Background: an optimization exercise with open tools, aiming at small area, a short achievable clock period and few clock cycles. Do not read the settings as production practice.
In this exercise RTL edits were held to simulation tests only and were not proved equivalent to the original.
Power and IR drop assume default switching activity.

==> run P <==
## bbe
module bbe (
    input             clk,
    input             rst,         
    input             cmd_valid,   
    input      [31:0] cmd,
    input      [63:0] operand,
    output reg        rsp_valid,   
    output reg        rsp_ok,
    output     [63:0] result,
    output            fault_line,
    input      [5:0]  hrd_addr,    
    output     [7:0]  hrd_data
);
clock: 15.0 ns
lec_check: 0
abc_area: 1
cap_margin: 20
cell_pad_in_sites_detail_placement: 1
cell_pad_in_sites_global_placement: 2
core_margin: 2
core_utilization: 35
gpl_routability_driven: 1
place_density: 0.5
setup_slack_margin: 5
slew_margin: 20
tns_end_percent: 5
standard.sh (not shown) runs the stock make flow with config.mk's settings and CLKGATE_MAP_FILE= SYNTH_SCRIPT=/design/flow/synth_recipe.tcl, a recipe that flattens the netlist after the stock synthesis.
==> flow/flow/run.sh <==
#!/bin/bash
set -euo pipefail
bash standard.sh SETUP_SLACK_MARGIN=6 \
  "BUFFER_PORTS_ARGS=-buffer_cell sky130_fd_sc_hd__buf_4" finish > standard_flow.log 2>&1
==> run Z (differences from run P) <==
==> flow/flow/run.sh (replaced) <==
#!/bin/bash
set -euo pipefail
bash standard.sh SETUP_SLACK_MARGIN=7 finish > standard_flow.log 2>&1
==> run G (differences from run P) <==
--- a/flow/design.v
+++ b/flow/design.v
@@ -197,19 +197,17 @@
             2'd0:             mag_c = {mag_a[61:0], 3'b000};
             2'd1:             mag_c = {mag_a[60:0], 4'b0000};
             default:          mag_c = {mag_a[59:0], 5'b00000};
         endcase
     end
     wire [65:0] putv_x  = vesc ? {mag_a, 1'b0} | {64'd0, hdr_e}
                                : {mag_c, 1'b0} | {59'd0, hdr_c};
     wire [6:0]  pf_w    = is_putb ? bwidth : fwidth;
-    wire [63:0] wmask;
-    wire [63:0] brv;
-    wire [63:0] pf_x    = ((is_putf & bo) ? brv : operand) & wmask;
+    wire [63:0] pf_x    = ((is_putf & bo) ? byterev(operand, fsz) : operand) & mask(pf_w);
     wire [63:0] put_x   = is_putv ? putv_x[63:0] : pf_x;
     wire        put_x64 = is_putv & putv_x[64];
     wire [63:0] prot    = rotr(put_x, free_q[5:0]);
     wire [63:0] fm_low  = fm & ~{fm[62:0], 1'b0};           
     wire [63:0] put_lo  = cache_q | (prot & fm);
     wire [63:0] put_hi  = (prot & ~fm) | (put_x64 ? fm_low : 64'd0);
     wire [7:0]  F8      = {1'b0, free_q};
     wire        f_lt8   = (free_q < 7'd8);
@@ -347,23 +345,21 @@
                 gv_k1  = sgn_f ? k_h51 : k_h50;
                 gv_k2  = sgn_f ? k2_h51 : k2_h50;
                 gv_big = sgn_f ? big_h51 : big_h50;
             end
         endcase
     end
     wire [2:0]  gx_p    = (is_getv & ~getv2) ? g_mpos : 3'd0;
     wire [6:0]  gx_w    = getv2 ? {1'b0, mw_q} : is_getb ? bwidth : is_getf ? fwidth : g_mw;
-    wire [63:0] gval    = (S >> gx_p) & wmask;
-    assign      wmask   = mask(mode_q ? gx_w : pf_w);
-    assign      brv     = byterev(mode_q ? gval : operand, fsz);
+    wire [63:0] gval    = (S >> gx_p) & mask(gx_w);
     wire        gx_v    = getv2 | is_getv;
     wire        gx_neg  = getv2 ? neg_q : ((sm == 2'd1) | g_sign);
     wire [63:0] gneg    = (gx_v & gx_neg) ? negate(gval) : gval;
-    wire [63:0] gbase   = gx_v ? gneg : ((is_getf & bo) ? brv : gval);
+    wire [63:0] gbase   = gx_v ? gneg : ((is_getf & bo) ? byterev(gval, fsz) : gval);
     wire [1:0]  gx_e    = getv2 ? 2'd3 : is_getv ? vsz + 2'd1 : is_getf ? fsz : 2'd3;
     wire        gx_s    = gx_v | (is_getf & fsigned);
     reg         gsbit;
     always @(*) begin
         case (gx_e)
             2'd0:    gsbit = gbase[7];
             2'd1:    gsbit = gbase[15];
             2'd2:    gsbit = gbase[31];
==> flow/run.sh (new file) <==
#!/bin/bash
# synth_recipe.tcl (not shown) runs the flow's synth.tcl, then flattens the netlist and writes it again
# the make line also repeats each setting of config.mk as NAME=value (left out here)
make -C /OpenROAD-flow-scripts/flow DESIGN_CONFIG=/design/flow/config.mk WORK_HOME=/design/flow/orfs CLKGATE_MAP_FILE= SYNTH_SCRIPT=/design/flow/synth_recipe.tcl finish
removed: flow/flow/run.sh
removed: flow/standard.sh
==> notes <==
Run G ran to the end with no violations. Run P produced a clean layout. Run Z ended with an error in 5_1_grt.
Against run G, the total power of run P is larger by about 4.3%.
Against run P, the die area of run G is larger by 1.1%.
Between run G and run P, the lower synthesized area is in run P (gap about 1.1%, measured against run P).
Cell count: run G is higher than run P (0.87%).
Hold slack is about the same in run P and run G.
Between run P and run G, the lower non-clock buffer count is in run G (gap 329).
Of run P and run G, run P has the higher wire length (gap 12%, measured against run G).
Sequential power is about the same in run G and run P.
Core utilization: run G is lower than run P (3.5 points).
==> figures <==
Via count normalized by instance count: run P 6.76; run G 6.43; run Z -
Worst setup path endpoint: run P hrd_data[1]; run G hrd_data[4]; run Z -
Part of the cycle the worst path needs: run P 0.642; run G 0.677; run Z -
Total count of max-transition violations in the final report: run P 0; run G 0; run Z -
Setup TNS: run P 0 ps; run G 0 ps; run Z -
Compound-cell area share of the yosys netlist: run P 0.190; run G 0.195; run Z 0.190
Power dissipated in the clock network: run P 2.02 mW; run G 2.13 mW; run Z -
Insertion delay of the later-clocked pin in the worst-skew pair: run P 760 ps; run G 770 ps; run Z -
Path type of the worst setup path: run P in2out; run G in2out; run Z -
Proportion of cell area occupied by multi-input gates: run P 0.580; run G 0.575; run Z -
Post-CTS setup repair buffer count: run P 243; run G 25; run Z 342
Hold_ws: run P 464 ps; run G 464 ps; run Z -
Routed wl met2: run P 234,000 um; run G 207,000 um; run Z -
Startpoint of the tightest hold check path: run P fcmd_q[3]; run G result_q[60]; run Z -
DR WL/cell: run P 38.1 um; run G 33.7 um; run Z -
Multi-input gate area: run P 51,800 um^2; run G 47,600 um^2; run Z -
Run status: run P no timing/DRC/antenna violations; run G no timing/DRC/antenna violations; run Z did not finish
Last stage reached: run P -; run G -; run Z 5_1_grt
Int Power: run P 3.65 mW; run G 3.64 mW; run Z -
Clock transition at the register clock pins on the worst setup and hold paths after CTS: run P 60 ps; run G 60 ps; run Z -
Testbench counts of run P, summed over its fixed seeds: cycles 7,977.
Testbench counts of run Z, summed over its fixed seeds: cycles 7,977.
Testbench counts of run G, summed over its fixed seeds: cycles 7,977.


==> yarrow <==
bbe, a different RTL version from the one above (not shown whole).
export LEC_CHECK = 0
export ABC_AREA = 1
export CAP_MARGIN = 20
export CELL_PAD_IN_SITES_DETAIL_PLACEMENT = 1
export CELL_PAD_IN_SITES_GLOBAL_PLACEMENT = 2
export CORE_MARGIN = 2
export CORE_UTILIZATION = 45
export GPL_ROUTABILITY_DRIVEN = 1
export PLACE_DENSITY = 0.6
export SETUP_SLACK_MARGIN = 3
export SLEW_MARGIN = 20
create_clock -name core_clock -period 15.0 [get_ports {clk}]
run.sh (not shown) runs the stock make flow with config.mk's settings and CLKGATE_MAP_FILE= SYNTH_SCRIPT=/design/flow/synth_recipe.tcl, a recipe that flattens the netlist after the stock synthesis.
Stock flow here: none of the scripts above is used.
==> inputs of pepper, as changes to yarrow <==
- SETUP_SLACK_MARGIN: 3 -> 5
==> results.json <==
{
  "place_ws_ns": 0.0342,
  "grt_overflow": 42,
  "error_message": "[ERROR GRT-0232] Routing congestion too high. Check the congestion heatmap in the GUI.",
  "status": "stopped before the end",
  "use_met3_pct": 66.0,
  "cts-buffers-inserted": 79,
  "gr-usage-all-layers_pct": 76.8,
  "postCtsSetupBuffers": 361,
  "stop_stage": "global routing",
  "use_met2_pct": 89.3,
  "ctsResizeCount": 1059
}
The numbers above come from pepper.

==> results.json <==
{
  "violations": "max-capacitance violations, max-slew violations",
  "use_met2_pct": 72.4,
  "gr-usage-all-layers_pct": 51.7,
  "grt_overflow": 0,
  "ctsResizeCount": 133,
  "max-cap-violations": 1,
  "drv_slew": 3,
  "postCtsSetupBuffers": 30,
  "status": "failed layout checks"
}
The numbers above come from yarrow.

Testbench counts of yarrow, summed over its fixed seeds: cycles 7,977.
Testbench counts of pepper, summed over its fixed seeds: cycles 7,977.


==> trial 29 <==
bbe, a different RTL version from the one above (not shown whole).
## bbe
module bbe (
    input             clk,
    input             rst,         
    input             cmd_valid,   
    input      [31:0] cmd,
    input      [63:0] operand,
    output reg        rsp_valid,   
    output reg        rsp_ok,
    output     [63:0] result,
    output            fault_line,
    input      [5:0]  hrd_addr,    
    output     [7:0]  hrd_data
);
    localparam [2:0] F_ILLEGAL = 3'd1, F_MODE = 3'd2, F_OVERFLOW = 3'd3,
                     F_UNDERFLOW = 3'd4, F_DOMAIN = 3'd5, F_ALLOC = 3'd6;
    localparam [1:0] S_IDLE = 2'd0, S_PUT2 = 2'd1, S_GETV2 = 2'd2, S_COMP = 2'd3;
    reg [63:0] cache_q;
    reg [6:0]  free_q;
    reg        mode_q;        
    reg [3:0]  capw_q;        
    reg [3:0]  wposw_q;       
    reg [3:0]  rposw_q;       
    reg [2:0]  fault_q;
    reg [31:0] fcmd_q;
    reg [63:0] result_q;
    reg [63:0] store [0:7];
    reg [1:0]  state_q;
    reg        x64_q;         
    reg [2:0]  cdst_q;        
    reg [5:0]  mw_q;          
    reg        neg_q;         
    assign result     = result_q;
    assign fault_line = (fault_q != 3'd0);
    wire [63:0] hrd_word = store[hrd_addr[5:3]];
    assign hrd_data = hrd_word >> {hrd_addr[2:0], 3'b000};
    wire [63:0] next = store[rposw_q[2:0]];
    function [63:0] mask;      
        input [6:0] n;
        begin
            if (n[6]) mask = {64{1'b1}};
            else      mask = ~({64{1'b1}} << n[5:0]);
        end
    endfunction
    function [63:0] pre_or;    
        input [63:0] x;
        reg   [63:0] p1, p2, p4, p8, p16;
        begin
            p1     = x  | {x[62:0],  1'b0};
            p2     = p1 | {p1[61:0], 2'b0};
            p4     = p2 | {p2[59:0], 4'b0};
            p8     = p4 | {p4[55:0], 8'b0};
            p16    = p8 | {p8[47:0], 16'b0};
  ...
clock: 15.0 ns
lec_check: 0
abc_area: 1
cap_margin: 20
cell_pad_in_sites_detail_placement: 1
cell_pad_in_sites_global_placement: 2
core_margin: 2
core_utilization: 35
gpl_routability_driven: 1
place_density: 0.5
setup_slack_margin: 5
slew_margin: 20
tns_end_percent: 5
==> build 18: changes against trial 29 <==
--- a/flow/design.v
+++ b/flow/design.v
@@ -173,32 +173,19 @@
     wire        vneg    = vval[63];
     wire [63:0] vmag    = vneg ? negate(vval) : vval;
     wire        vdomain = vneg && (vmag == (64'd1 << (vw - 7'd1)));
     wire [6:0]  vbl     = bitlen(vmag);
     wire [6:0]  vn      = (vbl + 7'd3) >> 2;
-    function esc_at;
-        input [63:0] v;
-        input [5:0]  k;
-        reg   [63:0] hi, lo;
-        begin
-            hi = {64{1'b1}} << k;
-            lo = ~hi;
-            if (v[63]) esc_at = ~((&(v | lo)) & (|(v & lo)));
-            else       esc_at = |(v & hi);
-        end
-    endfunction
-    wire        esc_h16 = esc_at(vval, 6'd11), esc_h32 = esc_at(vval, 6'd26), esc_h64 = esc_at(vval, 6'd57);
-    wire        esc_b16 = esc_at(vval, 6'd8),  esc_b32 = esc_at(vval, 6'd24), esc_b64 = esc_at(vval, 6'd28);
     reg         vesc;
     always @(*) begin
         case ({st, vsz})
-            3'b000:  vesc = esc_h16;
-            3'b001:  vesc = esc_h32;
-            3'b010:  vesc = esc_h64;
-            3'b100:  vesc = esc_b16;
-            3'b101:  vesc = esc_b32;
-            default: vesc = esc_b64;
+            3'b000:  vesc = |vmag[63:11];
+            3'b001:  vesc = |vmag[63:26];
+            3'b010:  vesc = |vmag[63:57];
+            3'b100:  vesc = |vmag[63:8];
+            3'b101:  vesc = |vmag[63:24];
+            default: vesc = |vmag[63:28];
         endcase
     end
     wire [4:0]  pfx_v   = st ? vn[4:0] : vbl[5:1];
     wire [6:0]  hdr_c   = sgn_f ? {pfx_v, vneg, 1'b1} : {1'b0, pfx_v, 1'b1};
     wire [1:0]  hdr_e   = sgn_f ? {vneg, 1'b0} : 2'b00;
@@ -213,13 +200,11 @@
         endcase
     end
     wire [65:0] putv_x  = vesc ? {mag_a, 1'b0} | {64'd0, hdr_e}
                                : {mag_c, 1'b0} | {59'd0, hdr_c};
     wire [6:0]  pf_w    = is_putb ? bwidth : fwidth;
-    wire [63:0] wmask;
-    wire [63:0] brv;
-    wire [63:0] pf_x    = ((is_putf & bo) ? brv : operand) & wmask;
+    wire [63:0] pf_x    = ((is_putf & bo) ? byterev(operand, fsz) : operand) & mask(pf_w);
     wire [63:0] put_x   = is_putv ? putv_x[63:0] : pf_x;
     wire        put_x64 = is_putv & putv_x[64];
     wire [63:0] prot    = rotr(put_x, free_q[5:0]);
     wire [63:0] fm_low  = fm & ~{fm[62:0], 1'b0};           
     wire [63:0] put_lo  = cache_q | (prot & fm);
@@ -363,17 +348,15 @@
             end
         endcase
     end
     wire [2:0]  gx_p    = (is_getv & ~getv2) ? g_mpos : 3'd0;
     wire [6:0]  gx_w    = getv2 ? {1'b0, mw_q} : is_getb ? bwidth : is_getf ? fwidth : g_mw;
-    wire [63:0] gval    = (S >> gx_p) & wmask;
-    assign      wmask   = mask(mode_q ? gx_w : pf_w);
-    assign      brv     = byterev(mode_q ? gval : operand, fsz);
+    wire [63:0] gval    = (S >> gx_p) & mask(gx_w);
     wire        gx_v    = getv2 | is_getv;
     wire        gx_neg  = getv2 ? neg_q : ((sm == 2'd1) | g_sign);
     wire [63:0] gneg    = (gx_v & gx_neg) ? negate(gval) : gval;
-    wire [63:0] gbase   = gx_v ? gneg : ((is_getf & bo) ? brv : gval);
+    wire [63:0] gbase   = gx_v ? gneg : ((is_getf & bo) ? byterev(gval, fsz) : gval);
     wire [1:0]  gx_e    = getv2 ? 2'd3 : is_getv ? vsz + 2'd1 : is_getf ? fsz : 2'd3;
     wire        gx_s    = gx_v | (is_getf & fsigned);
     reg         gsbit;
     always @(*) begin
         case (gx_e)
@@ -426,21 +409,17 @@
         else if (is_put && put_ovf)      fcode = F_OVERFLOW;
         else if (is_get && get_unf)      fcode = F_UNDERFLOW;
         else                             fcode = 3'd0;
     end
     wire idle   = (state_q == S_IDLE);
-    wire accept = idle && cmd_valid;
-    wire put_go = accept && is_put && (fault_q == 3'd0) && legal && !mode_q &&
-                  !(is_putv && vdomain) && !put_ovf;
-    wire get_go = accept && is_get && (fault_q == 3'd0) && legal && mode_q && !get_unf;
-    wire exec   = accept && !is_put && !is_get && !refused && legal && !alloc_bad && !flip_ovf;
+    wire exec   = idle && cmd_valid && !refused && (fcode == 3'd0);
     wire comp_go   = exec && is_comp && mode_q && (rposw_q != 4'd0) && (rposw_q != wposw_q);
     wire comp_step = comp_go || (state_q == S_COMP);
     wire comp_last = (rposw_q + 4'd1 == wposw_q);
     wire        st_clr = exec && is_alloc;
     wire        st_we  = comp_step || (state_q == S_PUT2) ||
-                         (put_go && put_k1) || (exec && flip_pend);
+                         (exec && ((is_put && put_k1) || flip_pend));
     wire [2:0]  st_wa  = comp_step ? cdst_q : wposw_q[2:0];
     wire [63:0] st_wd  = st_clr ? 64'd0 :
                          comp_step ? next :
                          (idle && is_put) ? put_lo : cache_q;
     integer i;
@@ -469,21 +448,31 @@
             neg_q     <= 1'b0;
         end else begin
             rsp_valid <= 1'b0;
             case (state_q)
                 S_IDLE: if (cmd_valid) begin
-                    if (put_go) begin
+                    if (refused) begin
+                        rsp_ok    <= 1'b0;
+                        rsp_valid <= 1'b1;
+                    end else if (fcode != 3'd0) begin
+                        if (fault_q == 3'd0) begin
+                            fault_q <= fcode;
+                            fcmd_q  <= cmd;
+                        end
+                        rsp_ok    <= 1'b0;
+                        rsp_valid <= 1'b1;
+                    end else if (is_put) begin
                         cache_q <= put_k1 ? put_hi : put_lo;
                         free_q  <= put_free;
                         x64_q   <= put_x64;
                         if (put_k1) wposw_q <= wposw_q + 4'd1;
                         if (put_k2) state_q <= S_PUT2;
                         else begin
                             rsp_ok    <= 1'b1;
                             rsp_valid <= 1'b1;
                         end
-                    end else if (get_go) begin
+                    end else if (is_get) begin
                         free_q   <= get_free;
                         if (get_k1) begin
                             cache_q <= next;
                             rposw_q <= rposw_q + 4'd1;
                         end
@@ -494,20 +483,10 @@
                         end else begin
                             result_q  <= get_res;
                             rsp_ok    <= 1'b1;
                             rsp_valid <= 1'b1;
                         end
-                    end else if (refused) begin
-                        rsp_ok    <= 1'b0;
-                        rsp_valid <= 1'b1;
-                    end else if (fcode != 3'd0) begin
-                        if (fault_q == 3'd0) begin
-                            fault_q <= fcode;
-                            fcmd_q  <= cmd;
-                        end
-                        rsp_ok    <= 1'b0;
-                        rsp_valid <= 1'b1;
                     end else if (is_alloc) begin
                         capw_q    <= alloc_capw;
                         cache_q   <= 64'd0;
                         free_q    <= 7'd64;
                         mode_q    <= 1'b0;
--- a/flow/config.mk
+++ b/flow/config.mk
@@ -13,6 +13,5 @@
 export CORE_UTILIZATION = 35
 export GPL_ROUTABILITY_DRIVEN = 1
 export PLACE_DENSITY = 0.5
 export SETUP_SLACK_MARGIN = 5
 export SLEW_MARGIN = 20
-export TNS_END_PERCENT = 5
==> trial 22: changes against trial 29 <==
--- a/flow/design.v
+++ b/flow/design.v
@@ -173,32 +173,19 @@
     wire        vneg    = vval[63];
     wire [63:0] vmag    = vneg ? negate(vval) : vval;
     wire        vdomain = vneg && (vmag == (64'd1 << (vw - 7'd1)));
     wire [6:0]  vbl     = bitlen(vmag);
     wire [6:0]  vn      = (vbl + 7'd3) >> 2;
-    function esc_at;
-        input [63:0] v;
-        input [5:0]  k;
-        reg   [63:0] hi, lo;
-        begin
-            hi = {64{1'b1}} << k;
-            lo = ~hi;
-            if (v[63]) esc_at = ~((&(v | lo)) & (|(v & lo)));
-            else       esc_at = |(v & hi);
-        end
-    endfunction
-    wire        esc_h16 = esc_at(vval, 6'd11), esc_h32 = esc_at(vval, 6'd26), esc_h64 = esc_at(vval, 6'd57);
-    wire        esc_b16 = esc_at(vval, 6'd8),  esc_b32 = esc_at(vval, 6'd24), esc_b64 = esc_at(vval, 6'd28);
     reg         vesc;
     always @(*) begin
         case ({st, vsz})
-            3'b000:  vesc = esc_h16;
-            3'b001:  vesc = esc_h32;
-            3'b010:  vesc = esc_h64;
-            3'b100:  vesc = esc_b16;
-            3'b101:  vesc = esc_b32;
-            default: vesc = esc_b64;
+            3'b000:  vesc = |vmag[63:11];
+            3'b001:  vesc = |vmag[63:26];
+            3'b010:  vesc = |vmag[63:57];
+            3'b100:  vesc = |vmag[63:8];
+            3'b101:  vesc = |vmag[63:24];
+            default: vesc = |vmag[63:28];
         endcase
     end
     wire [4:0]  pfx_v   = st ? vn[4:0] : vbl[5:1];
     wire [6:0]  hdr_c   = sgn_f ? {pfx_v, vneg, 1'b1} : {1'b0, pfx_v, 1'b1};
     wire [1:0]  hdr_e   = sgn_f ? {vneg, 1'b0} : 2'b00;
@@ -213,13 +200,11 @@
         endcase
     end
     wire [65:0] putv_x  = vesc ? {mag_a, 1'b0} | {64'd0, hdr_e}
                                : {mag_c, 1'b0} | {59'd0, hdr_c};
     wire [6:0]  pf_w    = is_putb ? bwidth : fwidth;
-    wire [63:0] wmask;
-    wire [63:0] brv;
-    wire [63:0] pf_x    = ((is_putf & bo) ? brv : operand) & wmask;
+    wire [63:0] pf_x    = ((is_putf & bo) ? byterev(operand, fsz) : operand) & mask(pf_w);
     wire [63:0] put_x   = is_putv ? putv_x[63:0] : pf_x;
     wire        put_x64 = is_putv & putv_x[64];
     wire [63:0] prot    = rotr(put_x, free_q[5:0]);
     wire [63:0] fm_low  = fm & ~{fm[62:0], 1'b0};           
     wire [63:0] put_lo  = cache_q | (prot & fm);
@@ -363,17 +348,15 @@
             end
         endcase
     end
     wire [2:0]  gx_p    = (is_getv & ~getv2) ? g_mpos : 3'd0;
     wire [6:0]  gx_w    = getv2 ? {1'b0, mw_q} : is_getb ? bwidth : is_getf ? fwidth : g_mw;
-    wire [63:0] gval    = (S >> gx_p) & wmask;
-    assign      wmask   = mask(mode_q ? gx_w : pf_w);
-    assign      brv     = byterev(mode_q ? gval : operand, fsz);
+    wire [63:0] gval    = (S >> gx_p) & mask(gx_w);
     wire        gx_v    = getv2 | is_getv;
     wire        gx_neg  = getv2 ? neg_q : ((sm == 2'd1) | g_sign);
     wire [63:0] gneg    = (gx_v & gx_neg) ? negate(gval) : gval;
-    wire [63:0] gbase   = gx_v ? gneg : ((is_getf & bo) ? brv : gval);
+    wire [63:0] gbase   = gx_v ? gneg : ((is_getf & bo) ? byterev(gval, fsz) : gval);
     wire [1:0]  gx_e    = getv2 ? 2'd3 : is_getv ? vsz + 2'd1 : is_getf ? fsz : 2'd3;
     wire        gx_s    = gx_v | (is_getf & fsigned);
     reg         gsbit;
     always @(*) begin
         case (gx_e)
@@ -426,21 +409,17 @@
         else if (is_put && put_ovf)      fcode = F_OVERFLOW;
         else if (is_get && get_unf)      fcode = F_UNDERFLOW;
         else                             fcode = 3'd0;
     end
     wire idle   = (state_q == S_IDLE);
-    wire accept = idle && cmd_valid;
-    wire put_go = accept && is_put && (fault_q == 3'd0) && legal && !mode_q &&
-                  !(is_putv && vdomain) && !put_ovf;
-    wire get_go = accept && is_get && (fault_q == 3'd0) && legal && mode_q && !get_unf;
-    wire exec   = accept && !is_put && !is_get && !refused && legal && !alloc_bad && !flip_ovf;
+    wire exec   = idle && cmd_valid && !refused && (fcode == 3'd0);
     wire comp_go   = exec && is_comp && mode_q && (rposw_q != 4'd0) && (rposw_q != wposw_q);
     wire comp_step = comp_go || (state_q == S_COMP);
     wire comp_last = (rposw_q + 4'd1 == wposw_q);
     wire        st_clr = exec && is_alloc;
     wire        st_we  = comp_step || (state_q == S_PUT2) ||
-                         (put_go && put_k1) || (exec && flip_pend);
+                         (exec && ((is_put && put_k1) || flip_pend));
     wire [2:0]  st_wa  = comp_step ? cdst_q : wposw_q[2:0];
     wire [63:0] st_wd  = st_clr ? 64'd0 :
                          comp_step ? next :
                          (idle && is_put) ? put_lo : cache_q;
     integer i;
@@ -469,21 +448,31 @@
             neg_q     <= 1'b0;
         end else begin
             rsp_valid <= 1'b0;
             case (state_q)
                 S_IDLE: if (cmd_valid) begin
-                    if (put_go) begin
+                    if (refused) begin
+                        rsp_ok    <= 1'b0;
+                        rsp_valid <= 1'b1;
+                    end else if (fcode != 3'd0) begin
+                        if (fault_q == 3'd0) begin
+                            fault_q <= fcode;
+                            fcmd_q  <= cmd;
+                        end
+                        rsp_ok    <= 1'b0;
+                        rsp_valid <= 1'b1;
+                    end else if (is_put) begin
                         cache_q <= put_k1 ? put_hi : put_lo;
                         free_q  <= put_free;
                         x64_q   <= put_x64;
                         if (put_k1) wposw_q <= wposw_q + 4'd1;
                         if (put_k2) state_q <= S_PUT2;
                         else begin
                             rsp_ok    <= 1'b1;
                             rsp_valid <= 1'b1;
                         end
-                    end else if (get_go) begin
+                    end else if (is_get) begin
                         free_q   <= get_free;
                         if (get_k1) begin
                             cache_q <= next;
                             rposw_q <= rposw_q + 4'd1;
                         end
@@ -494,20 +483,10 @@
                         end else begin
                             result_q  <= get_res;
                             rsp_ok    <= 1'b1;
                             rsp_valid <= 1'b1;
                         end
-                    end else if (refused) begin
-                        rsp_ok    <= 1'b0;
-                        rsp_valid <= 1'b1;
-                    end else if (fcode != 3'd0) begin
-                        if (fault_q == 3'd0) begin
-                            fault_q <= fcode;
-                            fcmd_q  <= cmd;
-                        end
-                        rsp_ok    <= 1'b0;
-                        rsp_valid <= 1'b1;
                     end else if (is_alloc) begin
                         capw_q    <= alloc_capw;
                         cache_q   <= 64'd0;
                         free_q    <= 7'd64;
                         mode_q    <= 1'b0;
==> flow/flow/run.sh (new file) <==
#!/bin/bash
set -euo pipefail
bash standard.sh SETUP_SLACK_MARGIN=7 MATCH_CELL_FOOTPRINT=0 \
  "BUFFER_PORTS_ARGS=-buffer_cell sky130_fd_sc_hd__buf_4" finish > standard_flow.log 2>&1
==> flow/standard.sh (new file) <==
#!/bin/bash
# synth_recipe.tcl (not shown) runs the flow's synth.tcl, then flattens the netlist and writes it again
# the make line also repeats each setting of config.mk as NAME=value (left out here)
make -C /OpenROAD-flow-scripts/flow DESIGN_CONFIG=/design/flow/config.mk WORK_HOME=/design/flow/orfs CLKGATE_MAP_FILE= SYNTH_SCRIPT=/design/flow/synth_recipe.tcl "${@:-finish}"
removed: flow/run.sh
==> build 59: changes against trial 29 <==
--- a/flow/design.v
+++ b/flow/design.v
@@ -173,32 +173,19 @@
     wire        vneg    = vval[63];
     wire [63:0] vmag    = vneg ? negate(vval) : vval;
     wire        vdomain = vneg && (vmag == (64'd1 << (vw - 7'd1)));
     wire [6:0]  vbl     = bitlen(vmag);
     wire [6:0]  vn      = (vbl + 7'd3) >> 2;
-    function esc_at;
-        input [63:0] v;
-        input [5:0]  k;
-        reg   [63:0] hi, lo;
-        begin
-            hi = {64{1'b1}} << k;
-            lo = ~hi;
-            if (v[63]) esc_at = ~((&(v | lo)) & (|(v & lo)));
-            else       esc_at = |(v & hi);
-        end
-    endfunction
-    wire        esc_h16 = esc_at(vval, 6'd11), esc_h32 = esc_at(vval, 6'd26), esc_h64 = esc_at(vval, 6'd57);
-    wire        esc_b16 = esc_at(vval, 6'd8),  esc_b32 = esc_at(vval, 6'd24), esc_b64 = esc_at(vval, 6'd28);
     reg         vesc;
     always @(*) begin
         case ({st, vsz})
-            3'b000:  vesc = esc_h16;
-            3'b001:  vesc = esc_h32;
-            3'b010:  vesc = esc_h64;
-            3'b100:  vesc = esc_b16;
-            3'b101:  vesc = esc_b32;
-            default: vesc = esc_b64;
+            3'b000:  vesc = |vmag[63:11];
+            3'b001:  vesc = |vmag[63:26];
+            3'b010:  vesc = |vmag[63:57];
+            3'b100:  vesc = |vmag[63:8];
+            3'b101:  vesc = |vmag[63:24];
+            default: vesc = |vmag[63:28];
         endcase
     end
     wire [4:0]  pfx_v   = st ? vn[4:0] : vbl[5:1];
     wire [6:0]  hdr_c   = sgn_f ? {pfx_v, vneg, 1'b1} : {1'b0, pfx_v, 1'b1};
     wire [1:0]  hdr_e   = sgn_f ? {vneg, 1'b0} : 2'b00;
@@ -213,13 +200,11 @@
         endcase
     end
     wire [65:0] putv_x  = vesc ? {mag_a, 1'b0} | {64'd0, hdr_e}
                                : {mag_c, 1'b0} | {59'd0, hdr_c};
     wire [6:0]  pf_w    = is_putb ? bwidth : fwidth;
-    wire [63:0] wmask;
-    wire [63:0] brv;
-    wire [63:0] pf_x    = ((is_putf & bo) ? brv : operand) & wmask;
+    wire [63:0] pf_x    = ((is_putf & bo) ? byterev(operand, fsz) : operand) & mask(pf_w);
     wire [63:0] put_x   = is_putv ? putv_x[63:0] : pf_x;
     wire        put_x64 = is_putv & putv_x[64];
     wire [63:0] prot    = rotr(put_x, free_q[5:0]);
     wire [63:0] fm_low  = fm & ~{fm[62:0], 1'b0};           
     wire [63:0] put_lo  = cache_q | (prot & fm);
@@ -363,17 +348,15 @@
             end
         endcase
     end
     wire [2:0]  gx_p    = (is_getv & ~getv2) ? g_mpos : 3'd0;
     wire [6:0]  gx_w    = getv2 ? {1'b0, mw_q} : is_getb ? bwidth : is_getf ? fwidth : g_mw;
-    wire [63:0] gval    = (S >> gx_p) & wmask;
-    assign      wmask   = mask(mode_q ? gx_w : pf_w);
-    assign      brv     = byterev(mode_q ? gval : operand, fsz);
+    wire [63:0] gval    = (S >> gx_p) & mask(gx_w);
     wire        gx_v    = getv2 | is_getv;
     wire        gx_neg  = getv2 ? neg_q : ((sm == 2'd1) | g_sign);
     wire [63:0] gneg    = (gx_v & gx_neg) ? negate(gval) : gval;
-    wire [63:0] gbase   = gx_v ? gneg : ((is_getf & bo) ? brv : gval);
+    wire [63:0] gbase   = gx_v ? gneg : ((is_getf & bo) ? byterev(gval, fsz) : gval);
     wire [1:0]  gx_e    = getv2 ? 2'd3 : is_getv ? vsz + 2'd1 : is_getf ? fsz : 2'd3;
     wire        gx_s    = gx_v | (is_getf & fsigned);
     reg         gsbit;
     always @(*) begin
         case (gx_e)
@@ -426,21 +409,17 @@
         else if (is_put && put_ovf)      fcode = F_OVERFLOW;
         else if (is_get && get_unf)      fcode = F_UNDERFLOW;
         else                             fcode = 3'd0;
     end
     wire idle   = (state_q == S_IDLE);
-    wire accept = idle && cmd_valid;
-    wire put_go = accept && is_put && (fault_q == 3'd0) && legal && !mode_q &&
-                  !(is_putv && vdomain) && !put_ovf;
-    wire get_go = accept && is_get && (fault_q == 3'd0) && legal && mode_q && !get_unf;
-    wire exec   = accept && !is_put && !is_get && !refused && legal && !alloc_bad && !flip_ovf;
+    wire exec   = idle && cmd_valid && !refused && (fcode == 3'd0);
     wire comp_go   = exec && is_comp && mode_q && (rposw_q != 4'd0) && (rposw_q != wposw_q);
     wire comp_step = comp_go || (state_q == S_COMP);
     wire comp_last = (rposw_q + 4'd1 == wposw_q);
     wire        st_clr = exec && is_alloc;
     wire        st_we  = comp_step || (state_q == S_PUT2) ||
-                         (put_go && put_k1) || (exec && flip_pend);
+                         (exec && ((is_put && put_k1) || flip_pend));
     wire [2:0]  st_wa  = comp_step ? cdst_q : wposw_q[2:0];
     wire [63:0] st_wd  = st_clr ? 64'd0 :
                          comp_step ? next :
                          (idle && is_put) ? put_lo : cache_q;
     integer i;
@@ -469,21 +448,31 @@
             neg_q     <= 1'b0;
         end else begin
             rsp_valid <= 1'b0;
             case (state_q)
                 S_IDLE: if (cmd_valid) begin
-                    if (put_go) begin
+                    if (refused) begin
+                        rsp_ok    <= 1'b0;
+                        rsp_valid <= 1'b1;
+                    end else if (fcode != 3'd0) begin
+                        if (fault_q == 3'd0) begin
+                            fault_q <= fcode;
+                            fcmd_q  <= cmd;
+                        end
+                        rsp_ok    <= 1'b0;
+                        rsp_valid <= 1'b1;
+                    end else if (is_put) begin
                         cache_q <= put_k1 ? put_hi : put_lo;
                         free_q  <= put_free;
                         x64_q   <= put_x64;
                         if (put_k1) wposw_q <= wposw_q + 4'd1;
                         if (put_k2) state_q <= S_PUT2;
                         else begin
                             rsp_ok    <= 1'b1;
                             rsp_valid <= 1'b1;
                         end
-                    end else if (get_go) begin
+                    end else if (is_get) begin
                         free_q   <= get_free;
                         if (get_k1) begin
                             cache_q <= next;
                             rposw_q <= rposw_q + 4'd1;
                         end
@@ -494,20 +483,10 @@
                         end else begin
                             result_q  <= get_res;
                             rsp_ok    <= 1'b1;
                             rsp_valid <= 1'b1;
                         end
-                    end else if (refused) begin
-                        rsp_ok    <= 1'b0;
-                        rsp_valid <= 1'b1;
-                    end else if (fcode != 3'd0) begin
-                        if (fault_q == 3'd0) begin
-                            fault_q <= fcode;
-                            fcmd_q  <= cmd;
-                        end
-                        rsp_ok    <= 1'b0;
-                        rsp_valid <= 1'b1;
                     end else if (is_alloc) begin
                         capw_q    <= alloc_capw;
                         cache_q   <= 64'd0;
                         free_q    <= 7'd64;
                         mode_q    <= 1'b0;
==> flow/flow/run.sh (new file) <==
#!/bin/bash
set -euo pipefail
bash standard.sh SETUP_SLACK_MARGIN=7 finish > standard_flow.log 2>&1
==> flow/standard.sh (new file) <==
#!/bin/bash
# synth_recipe.tcl (not shown) runs the flow's synth.tcl, then flattens the netlist and writes it again
# the make line also repeats each setting of config.mk as NAME=value (left out here)
make -C /OpenROAD-flow-scripts/flow DESIGN_CONFIG=/design/flow/config.mk WORK_HOME=/design/flow/orfs CLKGATE_MAP_FILE= SYNTH_SCRIPT=/design/flow/synth_recipe.tcl "${@:-finish}"
removed: flow/run.sh
==> tab_implementation.tex <==
\begin{tabular}{lr}
\hline
Metric & Value \\
\hline
\multicolumn{2}{l}{\textbf{Synth}} \\
Fraction of synthesized cell area in xor and xnor cells & less than 1\% \\
\multicolumn{2}{l}{\textbf{Floorplan}} \\
N\_taps & between 2000 and 3000 \\
Die boundary width & roughly 460 µm \\
\multicolumn{2}{l}{\textbf{Timing}} \\
Slew at the pin closest to its max-slew limit & 1.31 ns \\
\multicolumn{2}{l}{\textbf{Power and ir drop}} \\
Clock network power share & 36.6\% \\
\multicolumn{2}{l}{\textbf{Setup path}} \\
Worst setup slack for register-to-register paths & 5.99 ns \\
CP Depth & 45 \\
R2R depth & 45 \\
\multicolumn{2}{l}{\textbf{Route}} \\
Overall via count from detail\_route & 101000 \\
DRC marker count from the first detailed-route iteration & approximately 15000 \\
\multicolumn{2}{l}{\textbf{Run status}} \\
Run status & no timing/DRC/antenna violations \\
\multicolumn{2}{l}{\textbf{Global route}} \\
First-pass GRT wire length & 764000 µm \\
\multicolumn{2}{l}{\textbf{Final layout}} \\
Final nets & $\sim$13000 \\
Buffer count excluding the clock tree in the final layout & between 600 and 700 \\
Leading cell types in the layout, fill and taps excluded & 3535 x nand2\_1, 1570 x nand3\_1, 1154 x inv\_1, 930 x nor2\_1, 771 x o21ai\_0 \\
Number of fill cells & 27200 \\
Inverters excl. clock & 1265 \\
\hline
\end{tabular}
(the above is from build 59)
==> tab_implementation.tex <==
\begin{tabular}{lr}
\hline
Metric & Value \\
\hline
\multicolumn{2}{l}{\textbf{Run status}} \\
Run status & no timing/DRC/antenna violations \\
\multicolumn{2}{l}{\textbf{Final layout}} \\
Buffer count excluding the clock tree in the final layout & 520 \\
Leading cell types in the layout, fill and taps excluded & 3489 x nand2\_1, 1875 x nand3\_1, 1083 x nor2\_1, 937 x inv\_1, 670 x o21ai\_0 \\
Inverters excl. clock & 1026 \\
\multicolumn{2}{l}{\textbf{Floorplan}} \\
Die boundary width & 460 µm \\
\multicolumn{2}{l}{\textbf{Setup path}} \\
R2R depth & 39 \\
\multicolumn{2}{l}{\textbf{Global route}} \\
First-pass GRT wire length & 786000 µm \\
\multicolumn{2}{l}{\textbf{Route}} \\
DRC marker count from the first detailed-route iteration & approximately 16000 \\
\multicolumn{2}{l}{\textbf{Timing}} \\
Slew at the pin closest to its max-slew limit & 1.37 ns \\
\hline
\end{tabular}
(the above is from trial 29)
==> tab_implementation.tex <==
\begin{tabular}{lr}
\hline
Metric & Value \\
\hline
\multicolumn{2}{l}{\textbf{Global route}} \\
First-pass GRT wire length & between 700000 and 800000 µm \\
\multicolumn{2}{l}{\textbf{Final layout}} \\
Final nets & 12600 \\
Inverters excl. clock & 1265 \\
Buffer count excluding the clock tree in the final layout & 569 \\
Number of fill cells & 27600 \\
\multicolumn{2}{l}{\textbf{Run status}} \\
Run status & no timing/DRC/antenna violations \\
\multicolumn{2}{l}{\textbf{Synth}} \\
Fraction of synthesized cell area in xor and xnor cells & 0.773\% \\
\multicolumn{2}{l}{\textbf{Route}} \\
Overall via count from detail\_route & 99000 \\
\multicolumn{2}{l}{\textbf{Setup path}} \\
CP Depth & 43 \\
\multicolumn{2}{l}{\textbf{Power and ir drop}} \\
Clock network power share & approximately 38\% \\
\multicolumn{2}{l}{\textbf{Timing}} \\
Slew at the pin closest to its max-slew limit & 1.21 ns \\
\multicolumn{2}{l}{\textbf{Floorplan}} \\
N\_taps & $\sim$2800 \\
\hline
\end{tabular}
(the above is from trial 22)
==> tab_implementation.tex <==
\begin{tabular}{lr}
\hline
Metric & Value \\
\hline
\multicolumn{2}{l}{\textbf{Setup path}} \\
CP Depth & 32 \\
Worst setup slack for register-to-register paths & between 5 and 6 ns \\
R2R depth & 45 \\
\multicolumn{2}{l}{\textbf{Final layout}} \\
Final nets & approximately 13000 \\
Inverters excl. clock & 1263 \\
Leading cell types in the layout, fill and taps excluded & 3725 x nand2\_1, 1711 x nand3\_1, 1170 x inv\_1, 1048 x nor2\_1, 862 x o21ai\_0 \\
Buffer count excluding the clock tree in the final layout & between 500 and 600 \\
Number of fill cells & 27900 \\
\multicolumn{2}{l}{\textbf{Floorplan}} \\
Die boundary width & 462 µm \\
\multicolumn{2}{l}{\textbf{Run status}} \\
Run status & no timing/DRC/antenna violations \\
\multicolumn{2}{l}{\textbf{Power and ir drop}} \\
Clock network power share & 36.8\% \\
\multicolumn{2}{l}{\textbf{Global route}} \\
First-pass GRT wire length & 706000 µm \\
\hline
\end{tabular}
(the above is from build 18)
Testbench counts of trial 29, summed over its fixed seeds: cycles 7,977.
Testbench counts of build 18, summed over its fixed seeds: cycles 7,977.
Testbench counts of trial 22, summed over its fixed seeds: cycles 7,977.
Testbench counts of build 59, summed over its fixed seeds: cycles 7,977.

[static timing again, ports no longer ideal]
The flow's constraints put no driver on any port. The routed layouts listed below were extracted and timed again, unchanged, in two steps.
Step 1 sets driving cells, clkbuf_16 on the clock port and buf_2 on the other inputs (assumed; they add their load-dependent delay and slew).
Step 2 adds t to the input delays and takes it off the output delays; t is the mean of the earliest and latest rising clock arrival at the registers after step 1. Input paths then give back, and output paths get back, about the clock's delay inside the block.
Three values: no drivers, after step 1, after step 2; two values: the first two.
| run | t, ns | setup slack, ns | worst setup path after step 2 | cell pins on the clock port's net |
|---|---|---|---|---|
| run P | 0.818 | 5.375 / 5.320 / 4.512 | input to register | 1 |
| run G | 0.845 | 4.847 / 4.818 / 4.173 | input to register | 1 |
| yarrow | 0.790 | 3.121 / 3.121 / 2.468 | input to register | 1 |
| trial 29 | 0.875 | 4.643 / 4.545 / 3.944 | input to register | 1 |
| build 18 | 0.847 | 4.963 / 4.995 / 4.195 | input to register | 1 |
| trial 22 | 0.860 | 5.401 / 5.401 / 4.751 | input to register | 1 |
| build 59 | 0.896 | 5.991 / 5.991 / 5.274 | input to register | 1 |
The setup slack of run P, which loses most, moves by -0.055 ns with the drivers and by -0.863 ns with both steps.
